From an optimization exercise on the open Yosys and OpenROAD flow, aimed at small area, a short achievable clock period and few clock cycles per item; shortcuts taken in it are not production practice.
Only simulation tests tie the RTL to the original design; equivalence was not proved.

==> 01-09 <==
==> flow/design.v <==
module sha512_core (
    input  wire         clk,
    input  wire         rst,
    input  wire         in_valid,
    output wire         in_ready,
    input  wire [63:0]  in_data,
    input  wire         in_first,
    input  wire         in_last,
    output wire         out_valid,
    output wire [511:0] out_digest
);
    localparam [63:0] IV0 = 64'h6a09e667f3bcc908;
    localparam [63:0] IV1 = 64'hbb67ae8584caa73b;
    localparam [63:0] IV2 = 64'h3c6ef372fe94f82b;
    localparam [63:0] IV3 = 64'ha54ff53a5f1d36f1;
    localparam [63:0] IV4 = 64'h510e527fade682d1;
    localparam [63:0] IV5 = 64'h9b05688c2b3e6c1f;
    localparam [63:0] IV6 = 64'h1f83d9abfb41bd6b;
    localparam [63:0] IV7 = 64'h5be0cd19137e2179;
    reg        busy;           
    reg [6:0]  j;              
    reg [3:0]  nw;             
    reg [3:0]  ph;             
    reg        nf, nl;         
    reg        cf, cl;         
    reg        out_valid_q;
    reg [63:0] w [0:15];                        
    reg [63:0] a, b, c, d, e, f, g, h;          
    reg [63:0] hkw;                             
    reg [63:0] kq;                              
    reg        f79;                             
    reg        gr, gi;    
    reg        hr, hi;    
    reg [63:0] p0, p1, p2, p3, q0, q1, q2, q3;
    reg [1:0]  rp;             
    reg        fresh;          
    function [63:0] rotr(input [63:0] x, input integer n);
        rotr = (x >> n) | (x << (64 - n));
    endfunction
    function [63:0] bsig0(input [63:0] x);
        bsig0 = rotr(x, 28) ^ rotr(x, 34) ^ rotr(x, 39);
    endfunction
    function [63:0] bsig1(input [63:0] x);
        bsig1 = rotr(x, 14) ^ rotr(x, 18) ^ rotr(x, 41);
    endfunction
    function [63:0] ssig0(input [63:0] x);
        ssig0 = rotr(x, 1) ^ rotr(x, 8) ^ (x >> 7);
    endfunction
    function [63:0] ssig1(input [63:0] x);
        ssig1 = rotr(x, 19) ^ rotr(x, 61) ^ (x >> 6);
    endfunction
    function [63:0] csa_s(input [63:0] x, input [63:0] y, input [63:0] z);
        csa_s = x ^ y ^ z;
    endfunction
    function [63:0] csa_c(input [63:0] x, input [63:0] y, input [63:0] z);
        csa_c = {(x[62:0] & y[62:0]) | (x[62:0] & z[62:0]) | (y[62:0] & z[62:0]), 1'b0};
    endfunction
    function [63:0] add64(input [63:0] x, input [63:0] y);
        reg [63:0] g, p, gn, pn;
        integer l, i, k;
        begin
            g = x & y;
            p = x ^ y;
            for (l = 0; l < 6; l = l + 1) begin
                gn = g;
                pn = p;
                for (i = 0; i < 64; i = i + 1)
                    if ((i >> l) & 1) begin
                        k = ((i >> l) << l) - 1;
                        gn[i] = g[i] | (p[i] & g[k]);
                        pn[i] = p[i] & p[k];
                    end
                g = gn;
                p = pn;
            end
            add64 = x ^ y ^ {g[62:0], 1'b0};
        end
    endfunction
    reg [63:0] kt;
    always @(*) begin
        case (j)
            7'd0: kt = 64'hb5c0fbcfec4d3b2f;
            7'd1: kt = 64'he9b5dba58189dbbc;
            7'd2: kt = 64'h3956c25bf348b538;
            7'd3: kt = 64'h59f111f1b605d019;
            7'd4: kt = 64'h923f82a4af194f9b;
            7'd5: kt = 64'hab1c5ed5da6d8118;
            7'd6: kt = 64'hd807aa98a3030242;
            7'd7: kt = 64'h12835b0145706fbe;
            7'd8: kt = 64'h243185be4ee4b28c;
            7'd9: kt = 64'h550c7dc3d5ffb4e2;
            7'd10: kt = 64'h72be5d74f27b896f;
            7'd11: kt = 64'h80deb1fe3b1696b1;
            7'd12: kt = 64'h9bdc06a725c71235;
            7'd13: kt = 64'hc19bf174cf692694;
            7'd14: kt = 64'he49b69c19ef14ad2;
            7'd15: kt = 64'hefbe4786384f25e3;
            7'd16: kt = 64'h0fc19dc68b8cd5b5;
            7'd17: kt = 64'h240ca1cc77ac9c65;
            7'd18: kt = 64'h2de92c6f592b0275;
            7'd19: kt = 64'h4a7484aa6ea6e483;
            7'd20: kt = 64'h5cb0a9dcbd41fbd4;
            7'd21: kt = 64'h76f988da831153b5;
            7'd22: kt = 64'h983e5152ee66dfab;
            7'd23: kt = 64'ha831c66d2db43210;
            7'd24: kt = 64'hb00327c898fb213f;
            7'd25: kt = 64'hbf597fc7beef0ee4;
            7'd26: kt = 64'hc6e00bf33da88fc2;
            7'd27: kt = 64'hd5a79147930aa725;
            7'd28: kt = 64'h06ca6351e003826f;
            7'd29: kt = 64'h142929670a0e6e70;
            7'd30: kt = 64'h27b70a8546d22ffc;
            7'd31: kt = 64'h2e1b21385c26c926;
            7'd32: kt = 64'h4d2c6dfc5ac42aed;
            7'd33: kt = 64'h53380d139d95b3df;
            7'd34: kt = 64'h650a73548baf63de;
            7'd35: kt = 64'h766a0abb3c77b2a8;
            7'd36: kt = 64'h81c2c92e47edaee6;
            7'd37: kt = 64'h92722c851482353b;
            7'd38: kt = 64'ha2bfe8a14cf10364;
            7'd39: kt = 64'ha81a664bbc423001;
            7'd40: kt = 64'hc24b8b70d0f89791;
            7'd41: kt = 64'hc76c51a30654be30;
            7'd42: kt = 64'hd192e819d6ef5218;
            7'd43: kt = 64'hd69906245565a910;
            7'd44: kt = 64'hf40e35855771202a;
            7'd45: kt = 64'h106aa07032bbd1b8;
            7'd46: kt = 64'h19a4c116b8d2d0c8;
            7'd47: kt = 64'h1e376c085141ab53;
            7'd48: kt = 64'h2748774cdf8eeb99;
            7'd49: kt = 64'h34b0bcb5e19b48a8;
            7'd50: kt = 64'h391c0cb3c5c95a63;
            7'd51: kt = 64'h4ed8aa4ae3418acb;
            7'd52: kt = 64'h5b9cca4f7763e373;
            7'd53: kt = 64'h682e6ff3d6b2b8a3;
            7'd54: kt = 64'h748f82ee5defb2fc;
            7'd55: kt = 64'h78a5636f43172f60;
            7'd56: kt = 64'h84c87814a1f0ab72;
            7'd57: kt = 64'h8cc702081a6439ec;
            7'd58: kt = 64'h90befffa23631e28;
            7'd59: kt = 64'ha4506cebde82bde9;
            7'd60: kt = 64'hbef9a3f7b2c67915;
            7'd61: kt = 64'hc67178f2e372532b;
            7'd62: kt = 64'hca273eceea26619c;
            7'd63: kt = 64'hd186b8c721c0c207;
            7'd64: kt = 64'heada7dd6cde0eb1e;
            7'd65: kt = 64'hf57d4f7fee6ed178;
            7'd66: kt = 64'h06f067aa72176fba;
            7'd67: kt = 64'h0a637dc5a2c898a6;
            7'd68: kt = 64'h113f9804bef90dae;
            7'd69: kt = 64'h1b710b35131c471b;
            7'd70: kt = 64'h28db77f523047d84;
            7'd71: kt = 64'h32caab7b40c72493;
            7'd72: kt = 64'h3c9ebe0a15c9bebc;
            7'd73: kt = 64'h431d67c49c100d4c;
            7'd74: kt = 64'h4cc5d4becb3e42b6;
            7'd75: kt = 64'h597f299cfc657e2a;
            7'd76: kt = 64'h5fcb6fab3ad6faec;
            7'd77: kt = 64'h6c44198c4a475817;
            7'd78: kt = 64'h428a2f98d728ae22;
            7'd79: kt = 64'h7137449123ef65cd;
            default: kt = 64'h0;
        endcase
    end
    wire j77 = (j == 7'd77);
    wire j78 = (j == 7'd78);
    wire j79 = f79;
    wire win = ~busy | (j >= 7'd64);          
    assign in_ready = win & ((nw == 4'd0) ? (rp == 2'd0) : (ph == 4'd0));
    wire acc   = in_valid & in_ready;
    wire last_word = (nw == 4'd15);
    wire pre   = last_word & in_ready;        
    wire start = acc & last_word;
    wire f79_n = start ? 1'b0 : (busy & j78) ? 1'b1 : f79;    
    wire cf_n  = start ? nf : cf;                              
    wire [63:0] s1e = bsig1(e);
    wire [63:0] s0a = bsig0(a);
    wire [63:0] ch  = (e & f) ^ (~e & g);
    wire [63:0] maj = (a & b) ^ (a & c) ^ (b & c);
    wire [63:0] fe  = (q3 & {64{gr}}) | (IV4 & {64{gi}});
    wire [63:0] fn  = (~p3 & {64{gr}}) | (~IV0 & {64{gi}});
    wire [63:0] x1s = csa_s(hkw, s1e, ch);
    wire [63:0] x1c = csa_c(hkw, s1e, ch);
    wire [63:0] x3s = csa_s(x1s, x1c, s0a);
    wire [63:0] x3c = csa_c(x1s, x1c, s0a);
    wire [63:0] x4s = csa_s(x3s, x3c, maj);
    wire [63:0] x4c = csa_c(x3s, x3c, maj);
    wire [63:0] na  = add64(x4s, x4c);
    wire [63:0] y1s = csa_s(d, fe, fn);
    wire [63:0] y1c = csa_c(d, fe, fn) | {63'd0, j79};
    wire [63:0] y3s = csa_s(x1s, x1c, y1s);
    wire [63:0] y3c = csa_c(x1s, x1c, y1s);
    wire [63:0] y4s = csa_s(y3s, y3c, y1c);
    wire [63:0] y4c = csa_c(y3s, y3c, y1c);
    wire [63:0] ne  = add64(y4s, y4c);
    wire [63:0] hn  = last_word ? (nf ? IV7 : q2) : g;
    wire [63:0] f0  = (p2 & {64{hr}}) | (IV0 & {64{hi}});
    wire [63:0] p1s = csa_s(hn, kq, w[1]);
    wire [63:0] p1c = csa_c(hn, kq, w[1]);
    wire [63:0] p2s = csa_s(p1s, p1c, f0);
    wire [63:0] p2c = csa_c(p1s, p1c, f0);
    wire [63:0] hkw_next = add64(p2s, p2c);
    wire [63:0] q1s = csa_s(ssig1(w[14]), w[9], ssig0(w[1]));
    wire [63:0] q1c = csa_c(ssig1(w[14]), w[9], ssig0(w[1]));
    wire [63:0] q2s = csa_s(q1s, q1c, w[0]);
    wire [63:0] q2c = csa_c(q1s, q1c, w[0]);
    wire [63:0] w_next = add64(q2s, q2c);
    wire [63:0] ha  = cf ? (j77 ? IV3 : j78 ? IV2 : IV1) : p0;
    wire [63:0] he  = cf ? (j77 ? IV7 : j78 ? IV6 : IV5) : q0;
    wire [63:0] ra  = add64(ha, a);
    wire [63:0] re  = add64(he, e);
    wire        radd = busy & (j77 | j78 | j79);
    wire [63:0] p1n  = radd ? ra : p0;
    wire [63:0] q1n  = radd ? re : q0;
    assign out_valid  = out_valid_q;
    assign out_digest = {p0, p1, p2, p3, q0, q1, q2, q3};
    integer i;
    always @(posedge clk) begin
        for (i = 0; i < 15; i = i + 1) w[i] <= w[i + 1];
        if (busy && !j[6])
            w[15] <= w_next;
        else if (acc)
            w[15] <= in_data;
        else
            w[15] <= w[0];
        hkw <= hkw_next;
        if (busy && !j79) kq <= kt;
        else              kq <= start ? 64'h7137449123ef65cd : 64'h428a2f98d728ae22;
        if (pre) begin
            if (nf)
                {a, b, c, d, e, f, g, h} <= {IV0, IV1, IV2, IV3, IV4, IV5, IV6, IV7};
            else begin
                {b, c, d, f, g, h} <= {p1n, p1, p2, q1n, q1, q2};
                a <= busy ? na : p3;
                e <= busy ? ne : q3;
            end
        end else begin
            {b, c, d} <= {a, b, c};
            {f, g, h} <= {e, f, g};
            a <= na;
            e <= ne;
        end
        {p2, p3, q2, q3} <= {p1, p2, q1, q2};
        p1 <= p1n;
        q1 <= q1n;
        if (busy && j79) begin
            p0 <= na;
            q0 <= ne;
        end else begin
            p0 <= p3;
            q0 <= q3;
        end
        if (acc && nw == 4'd0) begin
            nf <= in_first;
            nl <= in_last;
        end
        if (start) begin
            cf <= nf;
            cl <= nl;
        end
        if (rst) begin
            busy        <= 1'b0;
            j           <= 7'd79;
            f79         <= 1'b1;
            gr          <= 1'b0;
            gi          <= 1'b0;
            hr          <= 1'b0;
            hi          <= 1'b0;
            nw          <= 4'd0;
            ph          <= 4'd0;
            rp          <= 2'd0;
            fresh       <= 1'b1;
            out_valid_q <= 1'b0;
        end else begin
            out_valid_q <= busy & j79 & cl;
            ph <= acc ? 4'd0 : ph + 4'd1;
            gr <= f79_n & ~cf_n;
            gi <= f79_n & cf_n;
            hr <= busy & j77 & ~start & ~cf;
            hi <= busy & j77 & ~start & cf;
            if (acc) fresh <= 1'b0;
            rp <= (fresh & ~acc) ? 2'd0 : rp + 2'd1;
            if (acc) nw <= nw + 4'd1;
            if (start) begin
                busy <= 1'b1;
                j    <= 7'd0;
                f79  <= 1'b0;
            end else if (busy) begin
                if (j79) busy <= 1'b0;
                else     j <= j + 7'd1;
                if (j78) f79 <= 1'b1;
            end
        end
    end
endmodule
==> flow/flow/run.sh <==
#!/bin/bash
# Standard layout, except that the port buffers are the smallest buffer cell
# instead of clkdlybuf4s50_1.  Every port still gets its own buffer.
set -euo pipefail
cd "$(dirname "$0")/.."
export BUFFER_PORTS_ARGS="-buffer_cell sky130_fd_sc_hd__buf_1"
bash standard.sh > standard_flow.log 2>&1
==> flow/standard.sh <==
#!/bin/bash
# synth_recipe.tcl (not shown) runs the flow's synth.tcl, then flattens the netlist and writes it again
# the make line also repeats each setting of config.mk as NAME=value (left out here)
make -C /OpenROAD-flow-scripts/flow DESIGN_CONFIG=/design/flow/config.mk WORK_HOME=/design/flow/orfs CLKGATE_MAP_FILE= SYNTH_SCRIPT=/design/flow/synth_recipe.tcl "${@:-finish}"
==> flow/config.mk <==
export PLATFORM = sky130hd
export DESIGN_NAME = sha512_core
export DESIGN_NICKNAME = sha512_core
export VERILOG_FILES = /design/flow/design.v
export SDC_FILE = /design/flow/constraint.sdc
export NUM_CORES = 4
export LEC_CHECK = 0
export ABC_AREA = 1
export CAP_MARGIN = 20
export CORE_MARGIN = 2
export CORE_UTILIZATION = 45
export PLACE_DENSITY = 0.65
export SETUP_SLACK_MARGIN = 5
export SLEW_MARGIN = 20
export SYNTH_MEMORY_MAX_BITS = 16384
==> flow/constraint.sdc <==
create_clock -name core_clock -period 10.0 [get_ports {clk}]
set_input_delay 2.0000 -clock core_clock [delete_from_list [all_inputs] [get_ports {clk}]]
set_output_delay 2.0000 -clock core_clock [all_outputs]
set_load 0.01 [all_outputs]
==> 10-17: changes against 01-09 <==
--- a/flow/design.v
+++ b/flow/design.v
@@ -29,8 +29,6 @@
     reg [63:0] hkw;                             
     reg [63:0] kq;                              
     reg        f79;                             
-    reg        gr, gi;    
-    reg        hr, hi;    
     reg [63:0] p0, p1, p2, p3, q0, q1, q2, q3;
     reg [1:0]  rp;             
     reg        fresh;          
@@ -171,30 +169,31 @@
     wire last_word = (nw == 4'd15);
     wire pre   = last_word & in_ready;        
     wire start = acc & last_word;
-    wire f79_n = start ? 1'b0 : (busy & j78) ? 1'b1 : f79;    
-    wire cf_n  = start ? nf : cf;                              
     wire [63:0] s1e = bsig1(e);
     wire [63:0] s0a = bsig0(a);
     wire [63:0] ch  = (e & f) ^ (~e & g);
     wire [63:0] maj = (a & b) ^ (a & c) ^ (b & c);
-    wire [63:0] fe  = (q3 & {64{gr}}) | (IV4 & {64{gi}});
-    wire [63:0] fn  = (~p3 & {64{gr}}) | (~IV0 & {64{gi}});
+    wire [63:0] h0a = cf ? IV0 : p2;
+    wire [63:0] h0b = cf ? IV0 : p3;
+    wire [63:0] h4b = cf ? IV4 : q3;
+    wire [63:0] fe  = j79 ? h4b : 64'd0;
+    wire [63:0] fn  = j79 ? ~h0b : 64'd0;
     wire [63:0] x1s = csa_s(hkw, s1e, ch);
     wire [63:0] x1c = csa_c(hkw, s1e, ch);
     wire [63:0] x3s = csa_s(x1s, x1c, s0a);
     wire [63:0] x3c = csa_c(x1s, x1c, s0a);
     wire [63:0] x4s = csa_s(x3s, x3c, maj);
     wire [63:0] x4c = csa_c(x3s, x3c, maj);
-    wire [63:0] na  = add64(x4s, x4c);
+    wire [63:0] na  = x4s + x4c;
     wire [63:0] y1s = csa_s(d, fe, fn);
     wire [63:0] y1c = csa_c(d, fe, fn) | {63'd0, j79};
     wire [63:0] y3s = csa_s(x1s, x1c, y1s);
     wire [63:0] y3c = csa_c(x1s, x1c, y1s);
     wire [63:0] y4s = csa_s(y3s, y3c, y1c);
     wire [63:0] y4c = csa_c(y3s, y3c, y1c);
-    wire [63:0] ne  = add64(y4s, y4c);
+    wire [63:0] ne  = y4s + y4c;
     wire [63:0] hn  = last_word ? (nf ? IV7 : q2) : g;
-    wire [63:0] f0  = (p2 & {64{hr}}) | (IV0 & {64{hi}});
+    wire [63:0] f0  = (busy & j78) ? h0a : 64'd0;
     wire [63:0] p1s = csa_s(hn, kq, w[1]);
     wire [63:0] p1c = csa_c(hn, kq, w[1]);
     wire [63:0] p2s = csa_s(p1s, p1c, f0);
@@ -262,10 +261,6 @@
             busy        <= 1'b0;
             j           <= 7'd79;
             f79         <= 1'b1;
-            gr          <= 1'b0;
-            gi          <= 1'b0;
-            hr          <= 1'b0;
-            hi          <= 1'b0;
             nw          <= 4'd0;
             ph          <= 4'd0;
             rp          <= 2'd0;
@@ -274,10 +269,6 @@
         end else begin
             out_valid_q <= busy & j79 & cl;
             ph <= acc ? 4'd0 : ph + 4'd1;
-            gr <= f79_n & ~cf_n;
-            gi <= f79_n & cf_n;
-            hr <= busy & j77 & ~start & ~cf;
-            hi <= busy & j77 & ~start & cf;
             if (acc) fresh <= 1'b0;
             rp <= (fresh & ~acc) ? 2'd0 : rp + 2'd1;
             if (acc) nw <= nw + 4'd1;
- ABC_AREA: 1 -> not set
- CTS_CLUSTER_DIAMETER: not set -> 60
- CTS_CLUSTER_SIZE: not set -> 30
==> 02-20: changes against 01-09 <==
--- a/flow/design.v
+++ b/flow/design.v
@@ -29,8 +29,6 @@
     reg [63:0] hkw;                             
     reg [63:0] kq;                              
     reg        f79;                             
-    reg        gr, gi;    
-    reg        hr, hi;    
     reg [63:0] p0, p1, p2, p3, q0, q1, q2, q3;
     reg [1:0]  rp;             
     reg        fresh;          
@@ -171,30 +169,31 @@
     wire last_word = (nw == 4'd15);
     wire pre   = last_word & in_ready;        
     wire start = acc & last_word;
-    wire f79_n = start ? 1'b0 : (busy & j78) ? 1'b1 : f79;    
-    wire cf_n  = start ? nf : cf;                              
     wire [63:0] s1e = bsig1(e);
     wire [63:0] s0a = bsig0(a);
     wire [63:0] ch  = (e & f) ^ (~e & g);
     wire [63:0] maj = (a & b) ^ (a & c) ^ (b & c);
-    wire [63:0] fe  = (q3 & {64{gr}}) | (IV4 & {64{gi}});
-    wire [63:0] fn  = (~p3 & {64{gr}}) | (~IV0 & {64{gi}});
+    wire [63:0] h0a = cf ? IV0 : p2;
+    wire [63:0] h0b = cf ? IV0 : p3;
+    wire [63:0] h4b = cf ? IV4 : q3;
+    wire [63:0] fe  = j79 ? h4b : 64'd0;
+    wire [63:0] fn  = j79 ? ~h0b : 64'd0;
     wire [63:0] x1s = csa_s(hkw, s1e, ch);
     wire [63:0] x1c = csa_c(hkw, s1e, ch);
     wire [63:0] x3s = csa_s(x1s, x1c, s0a);
     wire [63:0] x3c = csa_c(x1s, x1c, s0a);
     wire [63:0] x4s = csa_s(x3s, x3c, maj);
     wire [63:0] x4c = csa_c(x3s, x3c, maj);
-    wire [63:0] na  = add64(x4s, x4c);
+    wire [63:0] na  = x4s + x4c;
     wire [63:0] y1s = csa_s(d, fe, fn);
     wire [63:0] y1c = csa_c(d, fe, fn) | {63'd0, j79};
     wire [63:0] y3s = csa_s(x1s, x1c, y1s);
     wire [63:0] y3c = csa_c(x1s, x1c, y1s);
     wire [63:0] y4s = csa_s(y3s, y3c, y1c);
     wire [63:0] y4c = csa_c(y3s, y3c, y1c);
-    wire [63:0] ne  = add64(y4s, y4c);
+    wire [63:0] ne  = y4s + y4c;
     wire [63:0] hn  = last_word ? (nf ? IV7 : q2) : g;
-    wire [63:0] f0  = (p2 & {64{hr}}) | (IV0 & {64{hi}});
+    wire [63:0] f0  = (busy & j78) ? h0a : 64'd0;
     wire [63:0] p1s = csa_s(hn, kq, w[1]);
     wire [63:0] p1c = csa_c(hn, kq, w[1]);
     wire [63:0] p2s = csa_s(p1s, p1c, f0);
@@ -209,9 +208,6 @@
     wire [63:0] he  = cf ? (j77 ? IV7 : j78 ? IV6 : IV5) : q0;
     wire [63:0] ra  = add64(ha, a);
     wire [63:0] re  = add64(he, e);
-    wire        radd = busy & (j77 | j78 | j79);
-    wire [63:0] p1n  = radd ? ra : p0;
-    wire [63:0] q1n  = radd ? re : q0;
     assign out_valid  = out_valid_q;
     assign out_digest = {p0, p1, p2, p3, q0, q1, q2, q3};
     integer i;
@@ -229,11 +225,10 @@
         if (pre) begin
             if (nf)
                 {a, b, c, d, e, f, g, h} <= {IV0, IV1, IV2, IV3, IV4, IV5, IV6, IV7};
-            else begin
-                {b, c, d, f, g, h} <= {p1n, p1, p2, q1n, q1, q2};
-                a <= busy ? na : p3;
-                e <= busy ? ne : q3;
-            end
+            else if (busy)
+                {a, b, c, d, e, f, g, h} <= {na, ra, p1, p2, ne, re, q1, q2};
+            else     
+                {a, b, c, d, e, f, g, h} <= {p3, p0, p1, p2, q3, q0, q1, q2};
         end else begin
             {b, c, d} <= {a, b, c};
             {f, g, h} <= {e, f, g};
@@ -241,8 +236,13 @@
             e <= ne;
         end
         {p2, p3, q2, q3} <= {p1, p2, q1, q2};
-        p1 <= p1n;
-        q1 <= q1n;
+        if (busy && (j77 || j78 || j79)) begin
+            p1 <= ra;
+            q1 <= re;
+        end else begin
+            p1 <= p0;
+            q1 <= q0;
+        end
         if (busy && j79) begin
             p0 <= na;
             q0 <= ne;
@@ -262,10 +262,6 @@
             busy        <= 1'b0;
             j           <= 7'd79;
             f79         <= 1'b1;
-            gr          <= 1'b0;
-            gi          <= 1'b0;
-            hr          <= 1'b0;
-            hi          <= 1'b0;
             nw          <= 4'd0;
             ph          <= 4'd0;
             rp          <= 2'd0;
@@ -274,10 +270,6 @@
         end else begin
             out_valid_q <= busy & j79 & cl;
             ph <= acc ? 4'd0 : ph + 4'd1;
-            gr <= f79_n & ~cf_n;
-            gi <= f79_n & cf_n;
-            hr <= busy & j77 & ~start & ~cf;
-            hi <= busy & j77 & ~start & cf;
             if (acc) fresh <= 1'b0;
             rp <= (fresh & ~acc) ? 2'd0 : rp + 2'd1;
             if (acc) nw <= nw + 4'd1;
==> flow/run.sh (new file) <==
#!/bin/bash
# synth_recipe.tcl (not shown) runs the flow's synth.tcl, then flattens the netlist and writes it again
# the make line also repeats each setting of config.mk as NAME=value (left out here)
make -C /OpenROAD-flow-scripts/flow DESIGN_CONFIG=/design/flow/config.mk WORK_HOME=/design/flow/orfs CLKGATE_MAP_FILE= SYNTH_SCRIPT=/design/flow/synth_recipe.tcl finish
- ABC_AREA: 1 -> not set
- CORE_UTILIZATION: 45 -> 65
- PLACE_DENSITY: 0.65 -> 0.8
removed: flow/flow/run.sh
removed: flow/standard.sh
==> 12-12: changes against 01-09 <==
--- a/flow/design.v
+++ b/flow/design.v
@@ -29,8 +29,6 @@
     reg [63:0] hkw;                             
     reg [63:0] kq;                              
     reg        f79;                             
-    reg        gr, gi;    
-    reg        hr, hi;    
     reg [63:0] p0, p1, p2, p3, q0, q1, q2, q3;
     reg [1:0]  rp;             
     reg        fresh;          
@@ -171,30 +169,31 @@
     wire last_word = (nw == 4'd15);
     wire pre   = last_word & in_ready;        
     wire start = acc & last_word;
-    wire f79_n = start ? 1'b0 : (busy & j78) ? 1'b1 : f79;    
-    wire cf_n  = start ? nf : cf;                              
     wire [63:0] s1e = bsig1(e);
     wire [63:0] s0a = bsig0(a);
     wire [63:0] ch  = (e & f) ^ (~e & g);
     wire [63:0] maj = (a & b) ^ (a & c) ^ (b & c);
-    wire [63:0] fe  = (q3 & {64{gr}}) | (IV4 & {64{gi}});
-    wire [63:0] fn  = (~p3 & {64{gr}}) | (~IV0 & {64{gi}});
+    wire [63:0] h0a = cf ? IV0 : p2;
+    wire [63:0] h0b = cf ? IV0 : p3;
+    wire [63:0] h4b = cf ? IV4 : q3;
+    wire [63:0] fe  = j79 ? h4b : 64'd0;
+    wire [63:0] fn  = j79 ? ~h0b : 64'd0;
     wire [63:0] x1s = csa_s(hkw, s1e, ch);
     wire [63:0] x1c = csa_c(hkw, s1e, ch);
     wire [63:0] x3s = csa_s(x1s, x1c, s0a);
     wire [63:0] x3c = csa_c(x1s, x1c, s0a);
     wire [63:0] x4s = csa_s(x3s, x3c, maj);
     wire [63:0] x4c = csa_c(x3s, x3c, maj);
-    wire [63:0] na  = add64(x4s, x4c);
+    wire [63:0] na  = x4s + x4c;
     wire [63:0] y1s = csa_s(d, fe, fn);
     wire [63:0] y1c = csa_c(d, fe, fn) | {63'd0, j79};
     wire [63:0] y3s = csa_s(x1s, x1c, y1s);
     wire [63:0] y3c = csa_c(x1s, x1c, y1s);
     wire [63:0] y4s = csa_s(y3s, y3c, y1c);
     wire [63:0] y4c = csa_c(y3s, y3c, y1c);
-    wire [63:0] ne  = add64(y4s, y4c);
+    wire [63:0] ne  = y4s + y4c;
     wire [63:0] hn  = last_word ? (nf ? IV7 : q2) : g;
-    wire [63:0] f0  = (p2 & {64{hr}}) | (IV0 & {64{hi}});
+    wire [63:0] f0  = (busy & j78) ? h0a : 64'd0;
     wire [63:0] p1s = csa_s(hn, kq, w[1]);
     wire [63:0] p1c = csa_c(hn, kq, w[1]);
     wire [63:0] p2s = csa_s(p1s, p1c, f0);
@@ -209,9 +208,6 @@
     wire [63:0] he  = cf ? (j77 ? IV7 : j78 ? IV6 : IV5) : q0;
     wire [63:0] ra  = add64(ha, a);
     wire [63:0] re  = add64(he, e);
-    wire        radd = busy & (j77 | j78 | j79);
-    wire [63:0] p1n  = radd ? ra : p0;
-    wire [63:0] q1n  = radd ? re : q0;
     assign out_valid  = out_valid_q;
     assign out_digest = {p0, p1, p2, p3, q0, q1, q2, q3};
     integer i;
@@ -229,11 +225,10 @@
         if (pre) begin
             if (nf)
                 {a, b, c, d, e, f, g, h} <= {IV0, IV1, IV2, IV3, IV4, IV5, IV6, IV7};
-            else begin
-                {b, c, d, f, g, h} <= {p1n, p1, p2, q1n, q1, q2};
-                a <= busy ? na : p3;
-                e <= busy ? ne : q3;
-            end
+            else if (busy)
+                {a, b, c, d, e, f, g, h} <= {na, ra, p1, p2, ne, re, q1, q2};
+            else     
+                {a, b, c, d, e, f, g, h} <= {p3, p0, p1, p2, q3, q0, q1, q2};
         end else begin
             {b, c, d} <= {a, b, c};
             {f, g, h} <= {e, f, g};
@@ -241,8 +236,13 @@
             e <= ne;
         end
         {p2, p3, q2, q3} <= {p1, p2, q1, q2};
-        p1 <= p1n;
-        q1 <= q1n;
+        if (busy && (j77 || j78 || j79)) begin
+            p1 <= ra;
+            q1 <= re;
+        end else begin
+            p1 <= p0;
+            q1 <= q0;
+        end
         if (busy && j79) begin
             p0 <= na;
             q0 <= ne;
@@ -262,10 +262,6 @@
             busy        <= 1'b0;
             j           <= 7'd79;
             f79         <= 1'b1;
-            gr          <= 1'b0;
-            gi          <= 1'b0;
-            hr          <= 1'b0;
-            hi          <= 1'b0;
             nw          <= 4'd0;
             ph          <= 4'd0;
             rp          <= 2'd0;
@@ -274,10 +270,6 @@
         end else begin
             out_valid_q <= busy & j79 & cl;
             ph <= acc ? 4'd0 : ph + 4'd1;
-            gr <= f79_n & ~cf_n;
-            gi <= f79_n & cf_n;
-            hr <= busy & j77 & ~start & ~cf;
-            hi <= busy & j77 & ~start & cf;
             if (acc) fresh <= 1'b0;
             rp <= (fresh & ~acc) ? 2'd0 : rp + 2'd1;
             if (acc) nw <= nw + 4'd1;
- ABC_AREA: 1 -> not set
==> comparison table <==
Top cell category: 02-20 -; 01-09 multi-input gates; 10-17 multi-input gates; 12-12 multi-input gates
Nets in the synthesized netlist: 02-20 11800; 01-09 14200; 10-17 11400; 12-12 11800
Clock buffer cells: 02-20 -; 01-09 285; 10-17 164; 12-12 283
Final Cycle Share: 02-20 -; 01-09 49.5%; 10-17 58.7%; 12-12 56.7%
Post-placement cell area: 02-20 0.111 mm2; 01-09 0.112 mm2; 10-17 0.106 mm2; 12-12 0.109 mm2
Distinct cells, synth: 02-20 98; 01-09 62; 10-17 111; 12-12 98
Worst skew pair latency: 02-20 -; 01-09 0.91 ns; 10-17 0.87 ns; 12-12 0.98 ns
Highest net fanout along the worst path: 02-20 -; 01-09 16; 10-17 4; 12-12 7
Starting density of the core: 02-20 65.3%; 01-09 45.3%; 10-17 45.4%; 12-12 45.3%
Post-synthesis register bit count: 02-20 2137; 01-09 2141; 10-17 2137; 12-12 2137
Run status: 02-20 aborted with a tool error; 01-09 complete, no violations; 10-17 complete, no violations; 12-12 complete, no violations
Stage where the flow stopped: 02-20 5_1_grt; 01-09 -; 10-17 -; 12-12 -
Number of instances in the synthesized netlist: 02-20 10700; 01-09 13100; 10-17 10300; 12-12 10700
R2R Setup Slk: 02-20 -; 01-09 5.05 ns; 10-17 4.13 ns; 12-12 4.33 ns
Total clock buffers created by CTS: 02-20 204; 01-09 222; 10-17 152; 12-12 217
Met3 wirelength from detailed routing: 02-20 -; 01-09 46.9 mm; 10-17 46.3 mm; 12-12 49.4 mm
Capture instance of the worst register-to-register path: 02-20 -; 01-09 a[33]$_DFF_P_; 10-17 q0[52]$_DFF_P_; 12-12 e[53]$_DFF_P_
Via count of the routed design: 02-20 -; 01-09 90900; 10-17 82800; 12-12 87200
Area of all placed cells without fillers: 02-20 -; 01-09 0.122 mm2; 10-17 0.122 mm2; 12-12 0.126 mm2
DRC violations left: 02-20 -; 01-09 0; 10-17 0; 12-12 0
Total Nets Final: 02-20 -; 01-09 14700; 10-17 12100; 12-12 12500
Testbench counts of 01-09, summed over its fixed seeds: cycles 52,360, items 653.
Testbench counts of 10-17, summed over its fixed seeds: cycles 52,360, items 653.
Testbench counts of 02-20, summed over its fixed seeds: cycles 52,360, items 653.
Testbench counts of 12-12, summed over its fixed seeds: cycles 52,360, items 653.

port drivers added, routing unchanged:
Ports are ideal in the flow. The routed layouts listed here were re-timed in OpenROAD. Step 1, drivers: a clkbuf_16 drives clk and a buf_2 each remaining input, both assumed. Step 2 also shifts input and output timing later by t, the mid clock arrival at the registers, as if the neighbouring blocks saw the same clock. Three values: ideal ports, drivers, drivers and shift; two values: the first two.
| run | t (ns) | slack for setup (ns) | slew at the worst register clock pin (ns) | worst data-port slew with drivers (ns) | pins driven straight from the clock port |
|---|---|---|---|---|---|
| 01-09 | 0.982 | 5.049 / 5.032 / 5.049 | 0.07 / 0.07 | 0.15 | 1 |
| 10-17 | 0.936 | 4.127 / 4.127 / 4.127 | 0.11 / 0.11 | 0.08 | 1 |
| 12-12 | 1.014 | 4.332 / 4.332 / 4.332 | 0.07 / 0.07 | 0.06 | 1 |
After both steps setup and hold are still met in every run listed.
